This design comes from an exercise in tuning for small area on the open sky130 flow, not from production work. At most, simulation tests tie the RTL to the original design; equivalence was not proved. Only the layout flow was run in runs 4 and 6; the RTL was not checked for function there. Power is estimated from default activity; no workload was simulated.

## flow/abc_map.script

```
strash
dc2
dch -f
amap -F 4 -A 10
topo
```

## constraint.sdc

```tcl
create_clock -name core_clock -period 13.0 [get_ports {clk}]
set_input_delay 2.6000 -clock core_clock [delete_from_list [all_inputs] [get_ports {clk}]]
set_output_delay 2.6000 -clock core_clock [all_outputs]
set_load 0.01 [all_outputs]
```

## config.mk

```make
export PLATFORM = sky130hd
export DESIGN_NAME = msop_core
export DESIGN_NICKNAME = msop_core
export VERILOG_FILES = /design/flow/design.v
export SDC_FILE = /design/flow/constraint.sdc
export NUM_CORES = 4
export LEC_CHECK = 0
export CAP_MARGIN = 20
export CORE_MARGIN = 2
export CORE_UTILIZATION = 40
export PLACE_DENSITY = 0.7
export SLEW_MARGIN = 20
```

## design.v

```verilog
module msop_core (
    input  wire        clk,
    input  wire        rst,
    output wire [7:0]  imem_addr,
    input  wire [63:0] imem_data,
    output wire        dmem_re,
    output wire        dmem_we,
    output wire [7:0]  dmem_addr,
    output wire [31:0] dmem_wdata,
    input  wire [31:0] dmem_rdata,
    output wire        halted,
    output wire        aborted,
    output wire [1:0]  abort_cause,
    input  wire [3:0]  dbg_sel,
    output wire [31:0] dbg_val
);
    localparam ST_CLR  = 4'd0;    
    localparam ST_FET  = 4'd1;    
    localparam ST_DEC  = 4'd2;    
    localparam ST_PC   = 4'd3;    
    localparam ST_PB   = 4'd4;    
    localparam ST_IT   = 4'd5;    
    localparam ST_XF   = 4'd12;   
    localparam ST_MV   = 4'd6;    
    localparam ST_PA   = 4'd7;    
    localparam ST_LDW  = 4'd8;    
    localparam ST_HALT = 4'd9;
    localparam ST_ABT1 = 4'd10;   
    localparam ST_ABT2 = 4'd11;   
    reg  [3:0]   state;
    reg  [7:0]   pc;
    reg  [3:0]   k;
    reg  [511:0] ringn;
    wire [511:0] ring = ~ringn;
    reg  [31:0]  An, B, Y;
    wire [31:0] A = ~An;
    reg          lap;
    reg          qn;
    reg  [4:0]   op;              
    reg          mk;              
    wire [31:0] R = ring[511:480];
    wire [3:0]  fa  = imem_data[57:54];
    wire [3:0]  fb  = imem_data[52:49];
    wire [3:0]  fc  = imem_data[47:44];
    wire [31:0] imm = imem_data[31:0];
    wire is_ar   = ~op[4] & ~op[3];               
    wire is_mul  = is_ar & (op[1:0] == 2'd0);
    wire is_div  = is_ar & (op[1:0] == 2'd3);
    wire is_md   = is_mul | is_div;
    wire is_sub  = is_ar & (op[1:0] == 2'd2);
    wire is_mem  = (op[4:2] == 3'b010);           
    wire is_ld   = is_mem & ~op[0];
    wire is_st   = is_mem & op[0];
    wire is_set  = (op == 5'd12);
    wire is_br   = (op >= 5'd13) && (op <= 5'd17);
    wire is_ret  = (op == 5'd18);
    wire is_wr   = is_ar | is_set;                
    wire regform = is_mem ? op[1] : (is_ar & op[2]);
    wire [3:0] kn  = k - 4'd1;
    wire [3:0] knn = k - 4'd2;
    reg        xa1, xa2, s_in;
    reg        selR, selY, selI, inv, cin;
    reg        bsrc, yload, wen, wrd;
    wire [31:0] XA  = (A & {32{xa1}}) | ({A[30:0], 1'b0} & {32{xa2}}) | {31'd0, s_in};
    wire [31:0] XBr = (R & {32{selR}}) | (Y & {32{selY}}) | (imm & {32{selI}});
    wire [31:0] XB  = XBr ^ {32{inv}};
    wire [32:0] c;        
    wire [31:0] u;        
    wire [32:0] t;        
    wire [31:0] S;
    wire        c11, c22;
    genvar gi;
    generate
        for (gi = 0; gi < 32; gi = gi + 1) begin : g_add
            wire cin_i = (gi == 0) ? cin : (gi == 11 || gi == 22) ? 1'b0 : c[gi];
            assign u[gi]   = XA[gi] ^ XB[gi] ^ cin_i;
            assign c[gi+1] = (XA[gi] & XB[gi]) | (cin_i & (XA[gi] ^ XB[gi]));
            wire t_i = (gi == 11 || gi == 22) ? 1'b1 : t[gi];
            assign t[gi+1] = t_i & u[gi];
            if (gi < 11)      assign S[gi] = u[gi];
            else if (gi < 22) assign S[gi] = u[gi] ^ (c11 & t_i);
            else              assign S[gi] = u[gi] ^ (c22 & t_i);
        end
    endgenerate
    assign t[0]  = 1'b1;
    assign c11 = c[11];
    assign c22 = c[22] | (c11 & t[22]);
    wire s_z  = ~|XBr;
    wire s_n  = XBr[31];
    wire a_ok = ~|A[31:10];
    reg taken;
    always @(*) begin
        case (op[2:0])
            3'd5: taken = s_z;              
            3'd6: taken = ~s_n;             
            3'd7: taken = s_n | s_z;        
            3'd0: taken = ~s_n & ~s_z;      
            default: taken = s_n;           
        endcase
    end
    wire [7:0] target = imm[31] ? 8'd0 : imm[9:2];
    reg [3:0] nstate;
    reg       pc_adv;
    reg       re, we;
    wire dsub = ~(A[31] ^ Y[31]);
    always @(*) begin
        xa1 = 1'b1; xa2 = 1'b0; s_in = 1'b0;
        selR = 1'b0; selY = 1'b0; selI = 1'b0; inv = 1'b0; cin = 1'b0;
        bsrc = 1'b0; yload = 1'b0; wen = 1'b0; wrd = 1'b0;
        nstate = state; pc_adv = 1'b0; re = 1'b0; we = 1'b0;
        case (state)
            ST_CLR: begin
                xa1 = 1'b0; wen = 1'b1;
                if (k == 4'd0) nstate = ST_FET;
            end
            ST_FET: nstate = ST_DEC;
            ST_DEC: nstate = ST_PC;
            ST_PC: begin
                if (is_ret) nstate = ST_HALT;
                else if (mk) begin
                    xa1 = 1'b0; selR = regform; selI = ~regform;
                    inv = is_sub; cin = is_sub;
                    yload = 1'b1;
                    nstate = (is_div & s_z) ? ST_ABT1 : ST_PB;
                end
            end
            ST_PB: begin
                if (mk) begin
                    selR = 1'b1;
                    if (is_md) begin
                        xa1 = 1'b0;
                        inv = is_div & R[31]; cin = is_div & R[31];
                        nstate = ST_XF;
                    end else begin
                        selR = ~(is_set | is_br);
                        nstate = ST_PA;
                    end
                end
            end
            ST_XF: begin
                xa1 = 1'b0; xa2 = 1'b1; bsrc = 1'b1;
                if (mk && lap) nstate = ST_IT;
            end
            ST_IT: begin
                xa1 = 1'b0; xa2 = 1'b1;
                if (is_div) begin
                    s_in = B[31];
                    selY = 1'b1; inv = dsub; cin = dsub;
                end else begin
                    selY = B[31];
                end
                if (mk && lap) nstate = is_div ? ST_MV : ST_PA;
            end
            ST_MV: begin
                xa1 = 1'b0; xa2 = 1'b1; s_in = B[31] ^ qn;
                if (mk && lap) nstate = ST_PA;
            end
            ST_PA: begin
                if (is_mem & ~a_ok) nstate = ST_ABT2;
                else if (is_ld) begin
                    if (mk) begin re = 1'b1; nstate = ST_LDW; end
                end else if (mk) begin
                    pc_adv = 1'b1; nstate = ST_FET;
                    if (is_st) begin we = 1'b1; selR = 1'b1; end
                    if (is_br) begin xa1 = 1'b0; selR = 1'b1; end
                    if (is_wr) begin cin = is_div & qn; wen = 1'b1; end
                end
            end
            ST_LDW: begin
                wen = 1'b1; wrd = 1'b1; pc_adv = 1'b1; nstate = ST_FET;
            end
            default: ;
        endcase
    end
    wire [3:0] fsel = (nstate == ST_PC) ? fc : (nstate == ST_PA) ? fa : fb;
    wire [3:0] kcmp = (nstate == ST_PA && is_ld) ? knn : kn;
    always @(posedge clk) begin
        ringn <= ~{ring[479:0], wen ? (wrd ? dmem_rdata : S) : R};
        An <= ~S;
        B <= {B[30:0], bsrc ? A[31] : ~S[31]};
        if (yload) Y <= XBr;
        if (state == ST_PC) qn <= XBr[31];
        else if (state == ST_PB && mk) qn <= qn ^ R[31];
        if (state != ST_XF && state != ST_IT && state != ST_MV) lap <= 1'b0;
        else if (mk) lap <= ~lap;
        op    <= imem_data[63:59];
        mk    <= (kcmp == fsel);
        if (rst) begin
            state <= ST_CLR;
            pc    <= 8'd0;
            k     <= 4'd15;
        end else begin
            state <= nstate;
            k     <= kn;
            if (pc_adv) pc <= (is_br & taken) ? target : pc + 8'd1;
        end
    end
    assign imem_addr   = pc;
    assign dmem_re     = re;
    assign dmem_we     = we;
    assign dmem_addr   = XA[9:2];
    assign dmem_wdata  = XBr;
    assign halted      = (state == ST_HALT);
    assign aborted     = (state == ST_ABT1) || (state == ST_ABT2);
    assign abort_cause = {state == ST_ABT2, state == ST_ABT1};
    wire [3:0] pos = dbg_sel + ~k;
    reg  [31:0] dv;
    integer i;
    always @(*) begin
        dv = 32'd0;
        for (i = 0; i < 16; i = i + 1)
            dv = dv | (ring[i*32 +: 32] & {32{pos == i[3:0]}});
    end
    assign dbg_val = dv;
endmodule
```

## standard.sh

```bash
#!/bin/bash
# synth_recipe.tcl (not shown) runs the flow's synth.tcl, then flattens the netlist and writes it again
# the make line also repeats each setting of config.mk as NAME=value (left out here)
make -C /OpenROAD-flow-scripts/flow DESIGN_CONFIG=/design/flow/config.mk WORK_HOME=/design/flow/orfs CLKGATE_MAP_FILE= SYNTH_SCRIPT=/design/flow/synth_recipe.tcl "${@:-finish}"
```

## flow/run.sh

```bash
#!/bin/bash
# Own layout flow: the standard flow (standard.sh: ORFS with the standard flow's
# synthesis script, floorplan, power grid, placement and routing) with three
# changes, none of which touches the registers or the constraints:
#  - ABC maps the logic with an area-oriented script (flow/abc_map.script)
#    in place of ORFS's delay-oriented one; ORFS's scripts are copied here
#    and only abc_speed.script is replaced;
#  - each port gets the smallest buffer, buf_1, instead of the default one;
#  - the clock tree uses larger sink clusters and no dummy loads.
# The make output goes to flow.log here; ORFS keeps each step's log under orfs/logs.
set -euo pipefail
rm -rf scripts
cp -r "$FLOW_HOME/scripts" scripts
cp flow/abc_map.script scripts/abc_speed.script
export SCRIPTS_DIR="$PWD/scripts"
export BUFFER_PORTS_ARGS="-buffer_cell sky130_fd_sc_hd__buf_1"
export CTS_ARGS="-sink_clustering_enable -repair_clock_nets -dont_use_dummy_load -sink_clustering_size 28 -sink_clustering_max_diameter 100"
bash standard.sh finish > flow.log 2>&1
```

==> impl_metrics.ini, run 1 <==
[status]
outcome = complete, no violations

[synth]
synth-seq-area-share_pct = 67.87
async_reset_ff_share_pct = 0
synth_edf_count = 33
ys_ff_latch = 632
ys_types = 41
yosys_warnings = 1
synth_cells = 1647
netlist_area_sq_mm = 0.01913
synth.avg_cell_area_sq_um = 11.61
syn-num-nets = 1790
synth_ff_type = dfxtp_1

[routing]
drt_iter0_drc = 1774
routed-via-count = 14670
drc = 0
ant_nets = 0
drt-total-wl_mm = 58.34
dr.pass1.iters = 10
drt-vias-per-instance = 5.890
routedWlPerCell_microns = 23.42

[clock_network]
clk_latency_ps = 590
cts_sinks = 632
cts_tree = done
numCtsBuffers = 26
root_buffer = clkbuf_16
cts_resized = 0
htreeDepth = 1
postCtsHoldBufs = 0
cts_setup_buffers = 0
clk_pin_slew_ps = 100
clock_path_buffers = 3

[worst_setup_path]
path_max_fanout = 8
crit_arrival_ps = 12040
critPathLaunch = state[2]
cp-end-kind = register
crit_type = register to register
r2r_cells = 56
cp_slowest_stage_delay_ps = 500
startpoint_type = register
crit_top_cell = clkinv_1
critPathSlowestCell = fa_1
critical_path_required_ps = 13490
reg2reg_from = state[2]

[final_layout]
fillers = 4347
syn_to_final_growth_pct = 12.31
multi_input_area_sq_mm = 0.005624
stdcell_count = 2491
seqCellArea_sq_mm = 0.01298
antenna_cells = 0
final_common_cell = dfxtp_1
nets = 2021
final_cell_mix = 599 x dfxtp_1, 337 x o22ai_1, 172 x buf_1
drive_gt1_share_pct = 3.465

[die]
die_w_microns = 222.7
die_h_microns = 222.7
die-area_sq_mm = 0.04959
io_pins = 188
core_sq_mm = 0.04745
initial_core_util_pct = 40.32
rows = 80

[min_path]
hold_start = ringn[381]
min_path_cells = 0
worstHoldPathType = register to register

[power]
pwr-share-comb_pct = 4.3
intPower_uw = 2338
vdd_drop_max_uv = 120.6
clkPwrFrac_pct = 30.5
p_per_area_mw_per_mm2 = 139.5
power_uw = 2998
p_sw_uw = 659.9
switching_share_pct = 22.02
p_seq_share_pct = 65.2
power_leakage_uw = 0.007917

[sta]
final.setup.tns_ps = 0
drv_slew = 0
worst-slew-pin-transition_ps = 1141
final-hold-violation-count = 0
period_share_pct = 88.80
finalWorstSetupSlack_ps = 1456
clock-skew-final_ps = 34.33
min_period_ps = 11540
slew_headroom_pct = 23.73
max_freq_ghz = 0.08663
finalSetupViolations = 0
rsz0062_at_grt = false

[placement]
place_inst = 2465
port_buffers = 172
pre_cts_ws_ps = 1165
gp_congestion = 0.9131
hpwlAfterDp_mm = 38.87

[grt]
grt_max_degree = 44
grt_pass1_vias = 14270
overflow = 0
antenna_found_initial = 0
grt_usage_pct = 22.83
grt_pass1_wl_mm = 86.41

[job]
max-cap-violations = 0
==> layout make-up <==
| type | count | share of cell area (%) |
|---|---|---|
| Inverter | 151 | 2.644 |
| Tap cell | 615 | 3.582 |
| Timing Repair Buffer | 204 | 4.141 |
| Sequential cell | 632 | 60.43 |
| Clock buffer | 26 | 3.028 |
| Multi-Input combinational cell | 863 | 26.18 |
==> cell usage after synthesis (16+ instances only) <==
| library cell | count | area share (%) |
|---|---|---|
| a21oi_1 | 44 | 1.2 |
| a222oi_1 | 34 | 1.8 |
| clkinv_1 | 151 | 3.0 |
| dfxtp_1 | 599 | 63 |
| edfxtp_1 | 33 | 5.2 |
| fa_1 | 30 | 3.1 |
| nand2_1 | 79 | 1.6 |
| nand4_1 | 30 | 0.98 |
| nor2_1 | 84 | 1.6 |
| nor3_1 | 17 | 0.44 |
| nor4_1 | 66 | 2.2 |
| o21ai_0 | 51 | 1.3 |
| o221ai_1 | 16 | 0.73 |
| o22ai_1 | 337 | 11 |
==> logic make-up (layout without fill, tap and decap cells) <==
| logic type | after synthesis | after routing | synth area share (%) |
|---|---|---|---|
| compound gates | 522 | 522 | 17.71 |
| fa+ha+maj | 41 | 41 | 3.859 |
| xor+xnor | 1 | 1 | 0.04579 |
| buf+inv | 152 | 381 | 3.002 |
| flops | 632 | 632 | 67.87 |
| simple gates | 299 | 299 | 7.522 |
==> power by group through the flow <==
stage	logic [uW]	registers [uW]	clock network [uW]
floorplan	51.0	2000	0
global placement	122	2000	0
detailed placement	124	2000	0
CTS	124	1950	930
global route	131	1960	991
finish	128	1950	915
==> metal layers <==
metal | global-route usage (%) | up-vias | share of wire [%]
met5 | 0 | - | 0
met4 | 8.898 | 0 | 4.0
met3 | 4.456 | 127 | 9.5
met2 | 36.22 | 770 | 45
met1 | 30.84 | 7110 | 42
li1 | - | 6665 | -
==> state kept, by name, indices dropped and copies added (netlist names) <==
| register | cells |
|---|---|
| op | 5 |
| An | 32 |
| lap | 1 |
| qn | 1 |
| k | 4 |
| B | 32 |
| state | 4 |
| ringn | 512 |
| mk | 1 |
| pc | 8 |
| Y | 32 |
==> stage by stage <==
stage	area, sq um	hold WS, ps	utilization [%]
finish	21480	312.8	45.28
global route	21480	321.5	45.28
CTS	21480	314.5	45.28
detailed placement	20830	312.1	43.91
floorplan	19130	309.6	-
global placement	20820	313.2	43.88
==> worst paths after layout <==
path                     end  slack, ps
setup / recovery   ringn[30]       1460
hold / removal    ringn[413]        310
setup reg to reg   ringn[30]       1460
hold reg to reg   ringn[413]        310
==> worst max-delay path: cells and delay by family (launching register included) <==
family | cells | cell delay, ps
adder cells (fa/ha/maj) | 11 | 5010
buffers and inverters | 16 | 1590
AO/OA/AOI/OAI | 7 | 1290
AND/OR/NAND/NOR | 22 | 3060
flip-flops | 1 | 470
==> inputs of run 2 (changes only) <==
==> flow/abc_map.script (replaced) <==
strash
dc2
dch -f
amap -F 4 -A 10
strash
dch -f
amap -F 4 -A 10
topo
==> run 2 against run 1 <==
Largest power group unchanged. Clock power grew 2.3%. Hold slack lost 34 ps. Clock skew grew 10 ps. Clock-buffer cell count grew 1. Critical path depth grew 1. Combinational power shrank 4%. Global-route usage shrank 0.60 points.
==> impl_metrics.ini, run 2 <==
[power]
p_per_area_mw_per_mm2 = 140.5
vdd_drop_max_uv = 77.30
power_leakage_uw = 0.007847
power_uw = 3012

[synth]
synth_top_cell_by_area = dfxtp_1
synth_cells = 1646
async_reset_ff_share_pct = 0
synth_ff_type = dfxtp_1
ys_ff_latch = 632
netlist_top_cells_count = 599 x dfxtp_1, 350 x o22ai_1, 143 x clkinv_1
yosys_warnings = 1
synth.avg_cell_area_sq_um = 11.58
netlist_top_cells_area = dfxtp_1 63%, o22ai_1 11%, edfxtp_1 5.2%
ys_types = 39
synth_edf_count = 33
synth_most_common_cell = dfxtp_1
synth-seq-area-share_pct = 68.08
syn-num-nets = 1789
netlist_area_sq_mm = 0.01907
synth.top_cell.area_share_pct = 62.89

[worst_setup_path]
cp-end-kind = register
critPathSlowestCell = nor3_4
crit_arrival_ps = 11400
crit_type = register to register
critical_path_required_ps = 13450
path_max_fanout = 31
crit_family = adder cells
cp_slowest_stage_delay_ps = 650
startpoint_type = register
worst-path-buf-inv = 18

[routing]
dr.pass1.iters = 8
drt-vias-per-instance = 5.869
ant_nets = 0
routed-via-count = 14590
drt-total-wl_mm = 56.99
drc = 0
drt_iter0_drc = 1525
routedWlPerCell_microns = 22.94

[final_layout]
final_cell_mix = 599 x dfxtp_1, 350 x o22ai_1, 172 x buf_1
largest_register_ff_count = 512
syn_to_final_growth_pct = 12.47
max_flop_register = ringn
fillers = 4367
drive_gt1_share_pct = 3.957
antenna_cells = 0
final_common_cell = dfxtp_1
nets = 2015

[clock_network]
clock_path_buffers = 3
clk_latency_ps = 600
cts_tree = done
postCtsHoldBufs = 0
numCtsBuffers = 27
cts_resized = 0
clk_pin_slew_ps = 100
htreeDepth = 1
root_buffer = clkbuf_16
cts_sinks = 632
cts_setup_buffers = 0

[sta]
rsz0062_at_grt = false
min_period_ps = 10950
period_share_pct = 84.22
finalSetupViolations = 0
clock-skew-final_ps = 44.61
max_freq_ghz = 0.09134
final.hold.worst_slack_ps = 279.2
final.setup.tns_ps = 0
slew_headroom_pct = 31.52
final-hold-violation-count = 0
worst-slew-pin-transition_ps = 1021
drv_slew = 0

[die]
rows = 80
core_sq_mm = 0.04735
die-area_sq_mm = 0.04943
die_h_microns = 222.3
initial_core_util_pct = 40.27
die_w_microns = 222.3
io_pins = 188

[min_path]
worstHoldPathType = register to register

[status]
outcome = complete, no violations

[grt]
grt_usage_pct = 22.23
grt_pass1_vias = 14390
overflow = 0
antenna_found_initial = 1
grt_pass1_wl_mm = 84.72
grt_max_degree = 38

[placement]
gp_congestion = 0.9398
port_buffers = 172
hpwlAfterDp_mm = 36.41

[job]
max-cap-violations = 0
## run 2: cell count changes in the layout (fill, tap and decap cells not counted), sizes merged, moves of 3 or more
| cell | change |
|---|---|
| buf | -6 |
| a31oi | -3 |
| o21ai | +13 |
| o22ai | +13 |
| clkinv | -8 |
| o21a | -7 |
| a21oi | +9 |
| nand2 | +5 |
| or3 | +3 |
| a211oi | -3 |
| or4 | -5 |
| nor2 | -8 |
| o221ai | -11 |
## run 2: metrics by stage
stage,instance area [sq um],util [%],setup slack [ps],instances
5_1_grt,21450,45.30,1421,2485
2_1_floorplan,19110,-,3.547,1646
3_3_place_gp,20770,43.87,2278,2458
4_1_cts,21450,45.30,2276,2485
3_5_place_dp,20770,43.87,2246,2458
6_report,21450,45.30,2052,2485
## run 2: path summary, 6_finish.rpt
kind                            cells after the start  startpoint         to  slack [ps]
worst max-delay path                               57    state[0]  ringn[31]        2050
worst min-delay path                                0       B[18]      B[19]         280
worst max register to register                     57    state[0]  ringn[31]        2050
worst min register to register                      0       B[18]      B[19]         280
## run 2: kinds of logic after synthesis
logic type / Yosys count / synth area share (%)
buf+inv: 144 / 2.854
flops: 632 / 68.08
simple gates: 295 / 7.434
compound gates: 534 / 17.76
fa+ha+maj: 41 / 3.871
## run 2: final cells by class
| class | count | area, sq um | share of cell area [%] |
|---|---|---|---|
| flip-flops and latches | 632 | 12980 | 60.53 |
| multi-input cells | 870 | 5642 | 26.31 |
| repair buffers | 198 | 840.8 | 3.920 |
| well taps | 615 | 769.5 | 3.588 |
| clock buffers | 27 | 675.6 | 3.150 |
| inverters | 143 | 536.8 | 2.503 |
## run 2: per-layer routing
metal	global-route usage, %	vias to the layer above	part of all wire [%]
li1	-	6622	-
met1	30.34	7035	43
met2	35.08	777	45
met3	3.584	149	8.4
met4	9.591	2	4.1
met5	0	-	0.018
## run 2: where the power goes
| group | switching, uW | total (uW) | internal [uW] |
|---|---|---|---|
| clock network | 563 | 936 | 373 |
| registers | 2.47 | 1950 | 1950 |
| logic | 98.9 | 123 | 24.0 |
==> inputs of run 3 (changes only) <==
==> flow/abc_map.script (replaced) <==
strash
dc2
dch -f
amap -F 4 -A 10
topo
--- a/config.mk
+++ b/config.mk
@@ -8,5 +8,5 @@
 export CAP_MARGIN = 20
 export CORE_MARGIN = 2
 export CORE_UTILIZATION = 40
-export PLACE_DENSITY = 0.7
+export PLACE_DENSITY = 0.6
 export SLEW_MARGIN = 20
==> run 3 against run 2 <==
Still clean on timing, DRC and antenna. Final cell count up 0.40%. Flip-flop and latch count stayed put. Maximum frequency is 6.0% lower. Critical path type unchanged. Final area up 0.31%. Sequential share of layout area down 0.19 points. Register-to-register slack got worse by 700 ps. Largest power group unchanged. Worst setup slack lost 700 ps. Die area increased by 0.31%. Core utilization hardly changed. Total power about the same.
==> impl_metrics.ini, run 3 <==
[clock_network]
clk_latency_ps = 610
cts_resized = 0
cts_tree = done
numCtsBuffers = 26
cts_setup_buffers = 0
htreeDepth = 1
cts_sinks = 632
root_buffer = clkbuf_16
clock_path_buffers = 3
clk_pin_slew_ps = 110
postCtsHoldBufs = 0

[worst_setup_path]
worst-path-buf-inv = 17
cp_slowest_stage_delay_ps = 530
critPathSlowestCell = fa_1
r2r_end = ringn[29]
crit_arrival_ps = 12170
crit_top_cell = clkinv_1
cp-end-kind = register
crit_cells = 55
crit_family = adder cells
startpoint_type = register
r2r_cells = 55
crit_type = register to register
path_max_fanout = 8
reg2reg_from = state[2]
critical_path_required_ps = 13520
r2r_setup_slack_ps = 1350

[synth]
netlist_area_sq_mm = 0.01913
syn-num-nets = 1790
synth_ff_type = dfxtp_1
yosys_warnings = 1
ys_ff_latch = 632
netlist_top_cells_area = dfxtp_1 63%, o22ai_1 11%, edfxtp_1 5.2%
synth_top_cell_by_area = dfxtp_1
netlist_top_cells_count = 599 x dfxtp_1, 337 x o22ai_1, 151 x clkinv_1
ys_types = 41
synth_most_common_cell = dfxtp_1
synth_edf_count = 33
synth_cells = 1647
synth-seq-area-share_pct = 67.87
synth.avg_cell_area_sq_um = 11.61
synth.top_cell.area_share_pct = 62.69
async_reset_ff_share_pct = 0

[routing]
drt-vias-per-instance = 5.855
drc = 0
routedWlPerCell_microns = 23.75
dr.pass1.iters = 7
drt_iter0_drc = 1701
ant_nets = 0
routed-via-count = 14610
drt-total-wl_mm = 59.25

[placement]
port_buffers = 172
placed_area_sq_mm = 0.02085
gp_congestion = 0.8907
place_inst = 2467
hpwlAfterDp_mm = 39.49

[die]
die-area_sq_mm = 0.04959
rows = 80
io_pins = 188
die_w_microns = 222.7
initial_core_util_pct = 40.32
core_sq_mm = 0.04745
die_h_microns = 222.7

[final_layout]
fin_area_sq_mm = 0.02151
stdcell_count = 2495
largest_register_ff_count = 512
syn_to_final_growth_pct = 12.46
final_cell_mix = 599 x dfxtp_1, 337 x o22ai_1, 172 x buf_1
nets = 2024
drive_gt1_share_pct = 3.619
max_flop_register = ringn
fillers = 4500
final_common_cell = dfxtp_1

[grt]
grt_max_degree = 40
met3_usage_pct = 3.954
grtUsageMet2_pct = 36.88
grt_usage_pct = 23.31
antenna_found_initial = 1
grt_pass1_wl_mm = 87.78
overflow = 0
grt_pass1_vias = 14170
grt.busiest_layer = met2
use_met1_pct = 33.09

[sta]
min_period_ps = 11650
clock-skew-final_ps = 44.68
drv_slew = 0
final.setup.tns_ps = 0
rsz0062_at_grt = false
finalSetupViolations = 0
final.hold.worst_slack_ps = 301.9
max_freq_ghz = 0.08585
slew_headroom_pct = 27.19
worst-slew-pin-transition_ps = 1089
final-hold-violation-count = 0
period_share_pct = 89.60

[power]
intPower_uw = 2338
p_per_area_mw_per_mm2 = 140.0
switching_share_pct = 22.37
pwr-share-comb_pct = 4.3
power_leakage_uw = 0.007928
p_seq_share_pct = 64.9
power_uw = 3012
clkPwrFrac_pct = 30.8
p_sw_uw = 673.8
vdd_drop_max_uv = 116.6

[min_path]
hold_start = B[6]
min_path_cells = 0
worstHoldPathType = register to register
hold_end = B[7]

[status]
outcome = complete, no violations

[job]
max-cap-violations = 0
run 3: cell count changes after synthesis, sizes merged, moves of 5 or more:
| cell | before | now |
|---|---|---|
| nand2 | 84 | 79 |
| o21ai | 64 | 51 |
| o22ai | 350 | 337 |
| clkinv | 143 | 151 |
| o221ai | 5 | 16 |
| a21oi | 53 | 44 |
| nor2 | 76 | 84 |
| or4 | 0 | 5 |
| o21a | 2 | 9 |
run 3: cell type report:
class                      instances  area (sq um)  area share, %
tap                              615         769.5          3.577
multi-input combinational        863          5624          26.14
antenna                            1         2.502        0.01163
clock buffer                      26         650.6          3.024
inverter                         151         566.8          2.635
sequential                       632         12980          60.35
timing repair buffer             207         917.1          4.263
run 3: metal layers:
metal / vias up / share of wire [%]
met2: 662 / 45
met4: 0 / 2.4
li1: 6686 / -
met1: 7183 / 44
met3: 77 / 8.3
met5: - / 0
run 3: power groups by stage:
stage          registers [uW]  logic [uW]  clock network [uW]
6_report                 1950         130                 928
5_1_grt                  1960         134                1010
4_1_cts                  1950         126                 944
3_5_place_dp             2000         125                   0
3_3_place_gp             2000         124                   0
2_1_floorplan            2000        51.0                   0
run 3: worst register-to-register path: cells and delay by family (launching register included):
family,cells,cell delay [ps]
flops,1,470
buf+inv,17,1760
simple gates,20,2980
fa+ha+maj,11,5040
compound gates,7,1300
run 3: kinds of logic after synthesis:
group | count (synthesis) | share of synthesized area, %
AO/OA/AOI/OAI | 522 | 17.71
adder cells (fa/ha/maj) | 41 | 3.859
XOR/XNOR | 1 | 0.04579
AND/OR/NAND/NOR | 299 | 7.522
flip-flops | 632 | 67.87
buffers and inverters | 152 | 3.002
run 3: worst max path at each step:
stage,from,end,slack [ps]
6_report,state[2],ringn[29],1350
3_3_place_gp,imem_data[0],ringn[30],1000
2_1_floorplan,An[17],ringn[30],1170
4_1_cts,state[2],ringn[29],1470
3_5_place_dp,imem_data[0],ringn[29],1000
5_1_grt,state[2],ringn[29],320
run 3: metrics by stage:
step                      utilization, %  setup WS [ps]
after detailed placement           43.94           1003
after floorplan                        -           1171
after global placement             43.88           1002
after CTS                          45.31           1474
final                              45.34           1352
after global routing               45.34          316.0
==> inputs of run 4 (changes only) <==
--- a/design.v
+++ b/design.v
@@ -36,9 +36,9 @@
     wire [31:0] A = ~An;
     reg          lap;
     reg          qn;
-    reg  [4:0]   op;              
     reg          mk;              
     wire [31:0] R = ring[511:480];
+    wire [4:0]  op  = imem_data[63:59];
     wire [3:0]  fa  = imem_data[57:54];
     wire [3:0]  fb  = imem_data[52:49];
     wire [3:0]  fc  = imem_data[47:44];
@@ -183,7 +183,6 @@
         else if (state == ST_PB && mk) qn <= qn ^ R[31];
         if (state != ST_XF && state != ST_IT && state != ST_MV) lap <= 1'b0;
         else if (mk) lap <= ~lap;
-        op    <= imem_data[63:59];
         mk    <= (kcmp == fsel);
         if (rst) begin
             state <= ST_CLR;
==> run 4 against run 3 <==
Wire length increased by 0.65%. Total power decreased by 0.81%. Final area increased by 0.25%. Clock skew decreased by 13 ps. Worst setup slack got worse by 470 ps. Clock-buffer cell count unchanged. Sequential power about the same. Critical path type is now input pin to register. Critical endpoint is now ringn[30]. Largest cell class unchanged. Highest routed layer is now met5.
==> impl_metrics.ini, run 4 <==
[synth]
synth-seq-area-share_pct = 67.57
synth.top_cell.area_share_pct = 62.37
yosys_warnings = 1
netlist_top_cells_area = dfxtp_1 62%, o22ai_1 11%, edfxtp_1 5.2%
synth_ff_type = dfxtp_1
netlist_area_sq_mm = 0.01906
syn-num-nets = 1786
async_reset_ff_share_pct = 0
ys_types = 39
synth_top_cell_by_area = dfxtp_1
synth_cells = 1643
synth.avg_cell_area_sq_um = 11.60
ys_ff_latch = 627
synth_edf_count = 33
netlist_top_cells_count = 594 x dfxtp_1, 349 x o22ai_1, 152 x clkinv_1
synth_most_common_cell = dfxtp_1

[power]
p_per_area_mw_per_mm2 = 138.5
vdd_drop_max_uv = 91.51
power_uw = 2988
power_leakage_uw = 0.007871

[final_layout]
nets = 2032
max_flop_register = ringn
fillers = 4476
fin_area_sq_mm = 0.02157
drive_gt1_share_pct = 4.610
antenna_cells = 0
syn_to_final_growth_pct = 13.13
largest_register_ff_count = 512
final_common_cell = dfxtp_1
stdcell_count = 2494
final_cell_mix = 594 x dfxtp_1, 349 x o22ai_1, 172 x buf_1

[routing]
dr.pass1.iters = 6
drc = 0
routedWlPerCell_microns = 23.91
drt_iter0_drc = 1144
drt-vias-per-instance = 5.829
drt-total-wl_mm = 59.63
ant_nets = 0
routed-via-count = 14540

[worst_setup_path]
critical_path_required_ps = 13480
path_max_fanout = 4
crit_type = input pin to register
critPathSlowestCell = fa_2
crit_arrival_ps = 12590
cp-end-kind = register
cp_slowest_stage_delay_ps = 450
startpoint_type = input pin
worst-path-buf-inv = 18
crit_family = adder cells

[placement]
place_inst = 2467
port_buffers = 172
hpwlAfterDp_mm = 38.16
gp_congestion = 0.9016
placed_area_sq_mm = 0.02090

[clock_network]
postCtsHoldBufs = 0
clk_latency_ps = 600
clock_path_buffers = 3
clk_pin_slew_ps = 100
numCtsBuffers = 26
htreeDepth = 1
root_buffer = clkbuf_16
cts_tree = done
cts_sinks = 627

[grt]
grt_usage_pct = 23.43
grt_max_degree = 55
antenna_found_initial = 1
grtUsageMet2_pct = 37.98
overflow = 0
grt.busiest_layer = met2
grt_pass1_wl_mm = 88.02
met3_usage_pct = 4.853
grt_pass1_vias = 14330
use_met1_pct = 31.31

[die]
core_sq_mm = 0.04675
die-area_sq_mm = 0.04942
io_pins = 188
die_h_microns = 222.3
rows = 79
die_w_microns = 222.3
initial_core_util_pct = 40.78

[sta]
final.setup.tns_ps = 0
final-hold-violation-count = 0
min_period_ps = 12110
finalSetupViolations = 0
max_freq_ghz = 0.08254
drv_slew = 0
slew_headroom_pct = 27.01
worst-slew-pin-transition_ps = 1083
rsz0062_at_grt = false
clock-skew-final_ps = 31.42
period_share_pct = 93.19

[min_path]
worstHoldPathType = register to register

[status]
outcome = complete, no violations

[job]
max-cap-violations = 0
-- run 4: cell families (layout without fill, tap and decap cells) --
family	Yosys count	after routing	synth area share [%]
flip-flops	627	627	67.57
buffers and inverters	153	397	3.032
adder cells (fa/ha/maj)	41	41	3.872
AND/OR/NAND/NOR	294	294	7.541
AO/OA/AOI/OAI	528	528	17.98
-- run 4: stage by stage --
stage | setup WS, ps | util [%] | hold slack (ps)
after floorplan | 87.73 | - | 309.6
after global placement | 50.68 | 44.69 | 312.3
after detailed placement | -7.529 | 44.69 | 312.1
after CTS | 552.1 | 46.08 | 307.3
after global routing | 32.23 | 46.13 | 304.8
final | 885.3 | 46.13 | 301.5
-- run 4: power by group --
group | switching (uW) | total, uW | internal, uW
logic | 105 | 131 | 26.1
clock network | 560 | 919 | 360
registers | 1.80 | 1940 | 1940
total | 667 | 2990 | 2320
-- run 4: area by class of cell --
| type | instances | area [sq um] | share of cell area [%] |
|---|---|---|---|
| multi-input combinational | 863 | 5703 | 26.44 |
| tap | 607 | 759.5 | 3.521 |
| inverter | 152 | 573.1 | 2.657 |
| sequential | 627 | 12880 | 59.73 |
| timing repair buffer | 219 | 998.5 | 4.630 |
| clock buffer | 26 | 650.6 | 3.017 |
-- run 4: routing by layer --
layer | vias up | part of all wire [%]
met5 | - | 0.013
met4 | 2 | 3.0
met3 | 96 | 7.5
met2 | 578 | 46
met1 | 7153 | 43
li1 | 6709 | -
-- run 4: path summary, 6_finish.rpt --
| kind | startpoint | to | slack [ps] | cells past startpoint |
|---|---|---|---|---|
| min reg2reg | B[7] | B[8] | 300 | 0 |
| min | B[7] | B[8] | 300 | 0 |
| max reg2reg | state[0] | ringn[30] | 1880 | 57 |
| max | imem_data[61] | ringn[30] | 890 | 57 |
-- run 4: what timing repair did --
item / in CTS / in global routing
setup buffers: 0 / 1
gates resized for setup: 0 / 4
setup endpoints to repair: 0 / 8
-- run 4: worst reg2reg max path, delay by kind of cell (launching register included) --
family	cells	cell delay (ps)
buf+inv	16	1530
compound gates	8	1090
simple gates	22	3040
flops	1	540
fa+ha+maj	11	4770
==> inputs of run 5 (changes only) <==
--- a/design.v
+++ b/design.v
@@ -36,9 +36,9 @@
     wire [31:0] A = ~An;
     reg          lap;
     reg          qn;
+    reg  [4:0]   op;              
     reg          mk;              
     wire [31:0] R = ring[511:480];
-    wire [4:0]  op  = imem_data[63:59];
     wire [3:0]  fa  = imem_data[57:54];
     wire [3:0]  fb  = imem_data[52:49];
     wire [3:0]  fc  = imem_data[47:44];
@@ -183,6 +183,7 @@
         else if (state == ST_PB && mk) qn <= qn ^ R[31];
         if (state != ST_XF && state != ST_IT && state != ST_MV) lap <= 1'b0;
         else if (mk) lap <= ~lap;
+        op    <= imem_data[63:59];
         mk    <= (kcmp == fsel);
         if (rst) begin
             state <= ST_CLR;
--- a/flow/run.sh
+++ b/flow/run.sh
@@ -14,5 +14,5 @@
 cp flow/abc_map.script scripts/abc_speed.script
 export SCRIPTS_DIR="$PWD/scripts"
 export BUFFER_PORTS_ARGS="-buffer_cell sky130_fd_sc_hd__buf_1"
-export CTS_ARGS="-sink_clustering_enable -repair_clock_nets -dont_use_dummy_load -sink_clustering_size 28 -sink_clustering_max_diameter 100"
+export CTS_ARGS="-sink_clustering_enable -repair_clock_nets -dont_use_dummy_load -sink_clustering_size 30 -sink_clustering_max_diameter 60"
 bash standard.sh finish > flow.log 2>&1
==> run 5 against run 4 <==
Final area is 0.91% higher. Sequential power about the same. Global-route usage is 0.23 points higher. Wire length is 0.23% higher. Critical path type is now register to register.
==> impl_metrics.ini, run 5 <==
[placement]
placed_area_sq_mm = 0.02085
gp_congestion = 0.8907
hpwlAfterDp_mm = 39.49
place_inst = 2467
port_buffers = 172

[routing]
drc = 0
ant_nets = 0
drt-total-wl_mm = 59.77
drt-vias-per-instance = 5.816
routed-via-count = 14570
routedWlPerCell_microns = 23.86
dr.pass1.iters = 6
drt_iter0_drc = 1597

[power]
p_per_area_mw_per_mm2 = 146.3
power_leakage_uw = 0.008051
vdd_drop_max_uv = 74.08
power_uw = 3184

[grt]
antenna_found_initial = 1
grt_max_degree = 40
overflow = 0
grt_usage_pct = 23.67
grt_pass1_wl_mm = 88.53
grt_pass1_vias = 14280

[worst_setup_path]
crit_type = register to register
critical_path_required_ps = 13480
path_max_fanout = 8
cp_slowest_stage_delay_ps = 530
cp-end-kind = register
critPathSlowestCell = fa_1
crit_top_cell = clkinv_1
crit_family = adder cells
crit_arrival_ps = 12150
startpoint_type = register
worst-path-buf-inv = 16

[clock_network]
cts_setup_buffers = 0
clk_latency_ps = 570
clock_path_buffers = 3
numCtsBuffers = 36
root_buffer = clkbuf_16
htreeDepth = 2
cts_tree = done
clk_pin_slew_ps = 110
postCtsHoldBufs = 0
cts_resized = 0
cts_sinks = 632

[sta]
rsz0062_at_grt = false
final.setup.tns_ps = 0
min_period_ps = 11670
final-hold-violation-count = 0
finalSetupViolations = 0
clock-skew-final_ps = 57.86
slew_headroom_pct = 25.99
max_freq_ghz = 0.08567
worst-slew-pin-transition_ps = 1107
period_share_pct = 89.79
drv_slew = 0

[synth]
synth_most_common_cell = dfxtp_1
synth_edf_count = 33
ys_ff_latch = 632
netlist_top_cells_count = 599 x dfxtp_1, 337 x o22ai_1, 151 x clkinv_1
synth.avg_cell_area_sq_um = 11.61
synth_cells = 1647
synth-seq-area-share_pct = 67.87
yosys_warnings = 1
netlist_area_sq_mm = 0.01913
netlist_top_cells_area = dfxtp_1 63%, o22ai_1 11%, edfxtp_1 5.2%
async_reset_ff_share_pct = 0
synth_top_cell_by_area = dfxtp_1
synth_ff_type = dfxtp_1
syn-num-nets = 1790
synth.top_cell.area_share_pct = 62.69
ys_types = 41

[final_layout]
fillers = 4486
largest_register_ff_count = 512
syn_to_final_growth_pct = 13.77
max_flop_register = ringn
final_cell_mix = 599 x dfxtp_1, 337 x o22ai_1, 172 x buf_1
final_common_cell = dfxtp_1
drive_gt1_share_pct = 4.129
nets = 2034
fin_area_sq_mm = 0.02176
stdcell_count = 2505

[die]
rows = 80
die_w_microns = 222.7
die_h_microns = 222.7
io_pins = 188
initial_core_util_pct = 40.32
die-area_sq_mm = 0.04959
core_sq_mm = 0.04745

[status]
outcome = complete, no violations

[min_path]
worstHoldPathType = register to register

[job]
max-cap-violations = 0
==> run 5: changes by cell type after synthesis, sizes merged, moves of 5 or more <==
cell   change
a21oi      -5
o22ai     -12
dfxtp      +5
nor2       +6
o21ai      +7
==> run 5: path summary, 6_finish.rpt <==
kind | cells after the start | endpoint | slack, ps | startpoint
setup reg to reg | 56 | ringn[30] | 1330 | state[2]
hold / removal | 0 | ringn[412] | 280 | ringn[380]
setup / recovery | 56 | ringn[30] | 1330 | state[2]
hold reg to reg | 0 | ringn[412] | 280 | ringn[380]
==> run 5: worst register-to-register path: cells and delay by family (launching register included) <==
kind	cells	cell delay [ps]
adders and majority gates	11	5040
and+or+nand+nor	22	3180
buffers and inverters	16	1650
AOI/OAI and AO/OA	7	1220
DFF	1	470
==> run 5: cell families (layout without fill, tap and decap cells) <==
logic type               after synthesis  in the layout  synth area share [%]
flip-flops                           632            632                 67.87
AO/OA/AOI/OAI                        522            522                 17.71
AND/OR/NAND/NOR                      299            299                 7.522
buffers and inverters                152            394                 3.002
adder cells (fa/ha/maj)               41             41                 3.859
XOR/XNOR                               1              1               0.04579
other                                  0              1                     0
==> run 5: stage by stage <==
step	setup WS, ps	hold slack (ps)	utilization (%)
2_1_floorplan	1171	309.6	-
3_3_place_gp	1002	313.2	43.88
3_5_place_dp	1003	312.1	43.94
4_1_cts	1507	280.5	45.84
5_1_grt	359.4	276.7	45.87
6_report	1328	278.6	45.87
==> run 5: layout make-up <==
type / instances / area, sq um / area share (%)
Antenna cell: 1 / 2.502 / 0.01150
Multi-Input combinational cell: 863 / 5624 / 25.84
Tap cell: 615 / 769.5 / 3.536
Clock buffer: 36 / 900.9 / 4.139
Inverter: 151 / 566.8 / 2.604
Timing Repair Buffer: 207 / 917.1 / 4.214
Sequential cell: 632 / 12980 / 59.65
==> run 5: metal layers <==
| metal | track usage [%] | share of wire, % | vias up |
|---|---|---|---|
| met1 | 33.04 | 44 | 7096 |
| li1 | - | - | 6692 |
| met5 | 0 | 0 | - |
| met2 | 37.37 | 45 | 679 |
| met4 | 6.343 | 2.3 | 0 |
| met3 | 4.919 | 8.4 | 101 |
==> run 5: where the power goes <==
part           internal, uW  leakage, uW  switching (uW)  total, uW
logic                  26.6      0.00238             104        130
clock network           495     0.000444             604       1100
registers              1950      0.00523            2.51       1950
total                  2470      0.00805             710       3180
==> inputs of run 6 (changes only) <==
--- a/design.v
+++ b/design.v
@@ -16,7 +16,6 @@
 );
     localparam ST_CLR  = 4'd0;    
     localparam ST_FET  = 4'd1;    
-    localparam ST_DEC  = 4'd2;    
     localparam ST_PC   = 4'd3;    
     localparam ST_PB   = 4'd4;    
     localparam ST_IT   = 4'd5;    
@@ -36,9 +35,8 @@
     wire [31:0] A = ~An;
     reg          lap;
     reg          qn;
-    reg  [4:0]   op;              
-    reg          mk;              
     wire [31:0] R = ring[511:480];
+    wire [4:0]  op  = imem_data[63:59];
     wire [3:0]  fa  = imem_data[57:54];
     wire [3:0]  fb  = imem_data[52:49];
     wire [3:0]  fc  = imem_data[47:44];
@@ -57,7 +55,9 @@
     wire is_wr   = is_ar | is_set;                
     wire regform = is_mem ? op[1] : (is_ar & op[2]);
     wire [3:0] kn  = k - 4'd1;
-    wire [3:0] knn = k - 4'd2;
+    wire [3:0] fsel = (state == ST_PC) ? fc : (state == ST_PA) ? fa : fb;
+    wire [3:0] kcmp = (state == ST_PA && is_ld) ? kn : k;
+    wire       mk   = (kcmp == fsel);
     reg        xa1, xa2, s_in;
     reg        selR, selY, selI, inv, cin;
     reg        bsrc, yload, wen, wrd;
@@ -113,8 +113,7 @@
                 xa1 = 1'b0; wen = 1'b1;
                 if (k == 4'd0) nstate = ST_FET;
             end
-            ST_FET: nstate = ST_DEC;
-            ST_DEC: nstate = ST_PC;
+            ST_FET: nstate = ST_PC;
             ST_PC: begin
                 if (is_ret) nstate = ST_HALT;
                 else if (mk) begin
@@ -172,8 +171,6 @@
             default: ;
         endcase
     end
-    wire [3:0] fsel = (nstate == ST_PC) ? fc : (nstate == ST_PA) ? fa : fb;
-    wire [3:0] kcmp = (nstate == ST_PA && is_ld) ? knn : kn;
     always @(posedge clk) begin
         ringn <= ~{ring[479:0], wen ? (wrd ? dmem_rdata : S) : R};
         An <= ~S;
@@ -183,8 +180,6 @@
         else if (state == ST_PB && mk) qn <= qn ^ R[31];
         if (state != ST_XF && state != ST_IT && state != ST_MV) lap <= 1'b0;
         else if (mk) lap <= ~lap;
-        op    <= imem_data[63:59];
-        mk    <= (kcmp == fsel);
         if (rst) begin
             state <= ST_CLR;
             pc    <= 8'd0;
--- a/flow/run.sh
+++ b/flow/run.sh
@@ -14,5 +14,5 @@
 cp flow/abc_map.script scripts/abc_speed.script
 export SCRIPTS_DIR="$PWD/scripts"
 export BUFFER_PORTS_ARGS="-buffer_cell sky130_fd_sc_hd__buf_1"
-export CTS_ARGS="-sink_clustering_enable -repair_clock_nets -dont_use_dummy_load -sink_clustering_size 30 -sink_clustering_max_diameter 60"
+export CTS_ARGS="-sink_clustering_enable -repair_clock_nets -dont_use_dummy_load -sink_clustering_size 28 -sink_clustering_max_diameter 100"
 bash standard.sh finish > flow.log 2>&1
==> run 6 against run 5 <==
Final area down 0.51%. Via count shrank 0.88%. Flip-flop and latch count down 6. Clock-buffer cell count fell by 10. Final cell count is 0.64% lower. Synthesized cell count shrank 1.4%. Critical path depth grew 6. First-iteration DRC count is 3.3% lower. Register-to-register slack gained 390 ps. Core utilization up 0.54 points. Worst setup slack got worse by 540 ps. Critical path type is now input pin to register.
==> impl_metrics.ini, run 6 <==
[die]
io_pins = 188
rows = 79
die-area_sq_mm = 0.04910
initial_core_util_pct = 40.59
die_h_microns = 221.6
die_w_microns = 221.6
core_sq_mm = 0.04665

[synth]
netlist_top_cells_area = dfxtp_1 63%, o22ai_1 11%, edfxtp_1 5.2%
synth_edf_count = 33
synth_ff_type = dfxtp_1
synth_cells = 1624
yosys_warnings = 1
netlist_top_cells_count = 593 x dfxtp_1, 341 x o22ai_1, 143 x clkinv_1
syn-num-nets = 1766
ys_ff_latch = 626
ys_types = 42
async_reset_ff_share_pct = 0
synth_most_common_cell = dfxtp_1
synth.top_cell.area_share_pct = 62.68
synth.avg_cell_area_sq_um = 11.66
synth-seq-area-share_pct = 67.92
netlist_area_sq_mm = 0.01894
synth_top_cell_by_area = dfxtp_1

[sta]
final-hold-violation-count = 0
rsz0062_at_grt = false
worst-slew-pin-transition_ps = 1005
drv_slew = 0
finalWorstSetupSlack_ps = 787.7
max_freq_ghz = 0.08188
clock-skew-final_ps = 45.68
slew_headroom_pct = 32.35
finalSetupViolations = 0
final.setup.tns_ps = 0
period_share_pct = 93.94
min_period_ps = 12210

[worst_setup_path]
r2r_cells = 58
crit_arrival_ps = 12730
reg2reg_from = state[0]
crit_path_end = ringn[29]
r2r_end = ringn[29]
critPathSlowestCell = fa_2
path_max_fanout = 5
startpoint_type = input pin
r2r_setup_slack_ps = 1720
critical_path_required_ps = 13520
critPathLaunch = imem_data[63]
cp_slowest_stage_delay_ps = 440
cp-end-kind = register
crit_type = input pin to register

[placement]
pre_cts_ws_ps = -153.3
placed_area_sq_mm = 0.02095
hpwlAfterDp_mm = 37.24
port_buffers = 172
gp_congestion = 0.8946

[routing]
routedWlPerCell_microns = 23.70
drt-vias-per-instance = 5.802
dr.pass1.iters = 22
drt_iter0_drc = 1545
ant_nets = 0
routed-via-count = 14440
drt-total-wl_mm = 59.00
drc = 0

[final_layout]
max_flop_register = ringn
fin_area_sq_mm = 0.02165
final_common_cell = dfxtp_1
syn_to_final_growth_pct = 14.33
nets = 2026
antenna_cells = 0
drive_gt1_share_pct = 6.429
final_cell_mix = 593 x dfxtp_1, 339 x o22ai_1, 172 x buf_1
fin_util_pct = 46.41
largest_register_ff_count = 512

[grt]
grt_pass1_vias = 14240
antenna_found_initial = 0
grt_max_degree = 60
grt_usage_pct = 23.39
grt_pass1_wl_mm = 88.33
overflow = 0

[clock_network]
root_buffer = clkbuf_16
clk_latency_ps = 580
cts_tree = done
cts_sinks = 626
htreeDepth = 1
clk_pin_slew_ps = 100
clock_path_buffers = 3
numCtsBuffers = 26

[status]
outcome = complete, no violations

[min_path]
worstHoldPathType = register to register

[job]
max-cap-violations = 0

[power]
power_leakage_uw = 0.008078
p_per_area_mw_per_mm2 = 162.9
vdd_drop_max_uv = 110.9
[run 6: cell types whose count changed in the layout (fill, tap and decap cells not counted), sizes merged, moves of 7 or more]
cell / delta
nor2: -8
buf: +26
clkbuf: -10
or3: +7
a21oi: +11
a22oi: +10
o21ai: -9
clkinv: -8
nand4: -7
[run 6: power breakdown]
part | internal (uW) | switching, uW | leakage, uW
Clock | 360 | 563 | 0.000320
Combinational | 86.4 | 197 | 0.00252
Sequential | 2190 | 133 | 0.00524
[run 6: layer usage]
layer / vias to the layer above / GRT usage [%] / part of all wire (%)
met5: - / 0 / 0
met4: 0 / 7.912 / 3.2
met3: 97 / 3.989 / 7.9
met2: 606 / 36.95 / 45
met1: 7094 / 32.54 / 44
li1: 6643 / - / -
[run 6: cells by family after synthesis]
kind of cell | synth area share (%)
AOI/OAI and AO/OA | 17.90
adders and majority gates | 3.832
buffers and inverters | 2.874
DFF | 67.92
and+or+nand+nor | 7.472
[run 6: final cells by class]
cell class | instances | area [sq um]
Fill cell | 4387 | 25000
Sequential cell | 626 | 12860
Tap cell | 607 | 759.5
Clock buffer | 26 | 650.6
Timing Repair Buffer | 233 | 1129
Inverter | 143 | 539.3
Multi-Input combinational cell | 854 | 5712
[run 6: timing repair]
item,CTS,global route
setup buffers,0,2
endpoints found under the setup margin,0,8
hold buffers,0,0
gates resized for setup,0,12
[run 6: worst max-delay path, delay by kind of cell]
| kind | cells | cell delay [ps] |
|---|---|---|
| adder cells (fa/ha/maj) | 11 | 4290 |
| AND/OR/NAND/NOR | 23 | 2330 |
| AO/OA/AOI/OAI | 9 | 1760 |
| buffers and inverters | 19 | 1720 |
[run 6: worst min-delay path by stage]
stage | end | cells after the start | from | slack, ps
2_1_floorplan | B[10] | 0 | B[9] | 310
3_3_place_gp | B[29] | 0 | B[28] | 310
3_5_place_dp | B[25] | 0 | B[24] | 310
4_1_cts | B[24] | 0 | B[23] | 280
5_1_grt | B[24] | 0 | B[23] | 290
6_report | B[24] | 0 | B[23] | 290
[run 6: metrics by stage]
step                      power [uW]  std cells  hold slack, ps
final                           3528       2489           286.5
after global routing            3661       2489           291.7
after CTS                       3539       2487           283.9
after detailed placement        2637       2461           312.1
after global placement          2631       2461           313.5
after floorplan                 2460       1624           309.6

## static timing again, ports no longer ideal
The results above use ideal ports. As a check the final layouts listed here were re-extracted and re-timed, cells and wires unchanged. Step 1 sets driving cells, clkbuf_16 on the clock port and buf_2 on the other inputs (assumed; they add their load-dependent delay and slew). Step 2 adds t to the input delays and takes it off the output delays; t is the mean of the earliest and latest rising clock arrival at the registers after step 1. Input paths then give back, and output paths get back, about the clock's delay inside the block. a / b / c = no drivers / after step 1 / after step 2; a / b = the first two.
| run | t, ns | setup slack, ns | hold WS [ns] | worst register clock-pin slew, ns |
|---|---|---|---|---|
| run 1 | 0.623 | 1.456 / 1.456 / 1.162 | 0.313 / 0.313 / 0.313 | 0.11 / 0.11 |
| run 2 | 0.629 | 2.052 / 2.052 / 2.052 | 0.279 / 0.279 / 0.279 | 0.11 / 0.11 |
| run 3 | 0.622 | 1.352 / 1.352 / 0.960 | 0.302 / 0.302 / 0.302 | 0.11 / 0.11 |
| run 4 | 0.634 | 0.885 / 0.892 / 0.258 | 0.302 / 0.302 / 0.302 | 0.11 / 0.11 |
| run 5 | 0.605 | 1.328 / 1.328 / 0.952 | 0.279 / 0.279 / 0.279 | 0.11 / 0.11 |
| run 6 | 0.626 | 0.788 / 0.823 / 0.197 | 0.286 / 0.286 / 0.286 | 0.11 / 0.11 |
After both steps every run listed still meets setup and hold. For run 4, which loses most, drivers alone change the setup slack by +0.007 ns; drivers and shift together by -0.627 ns.
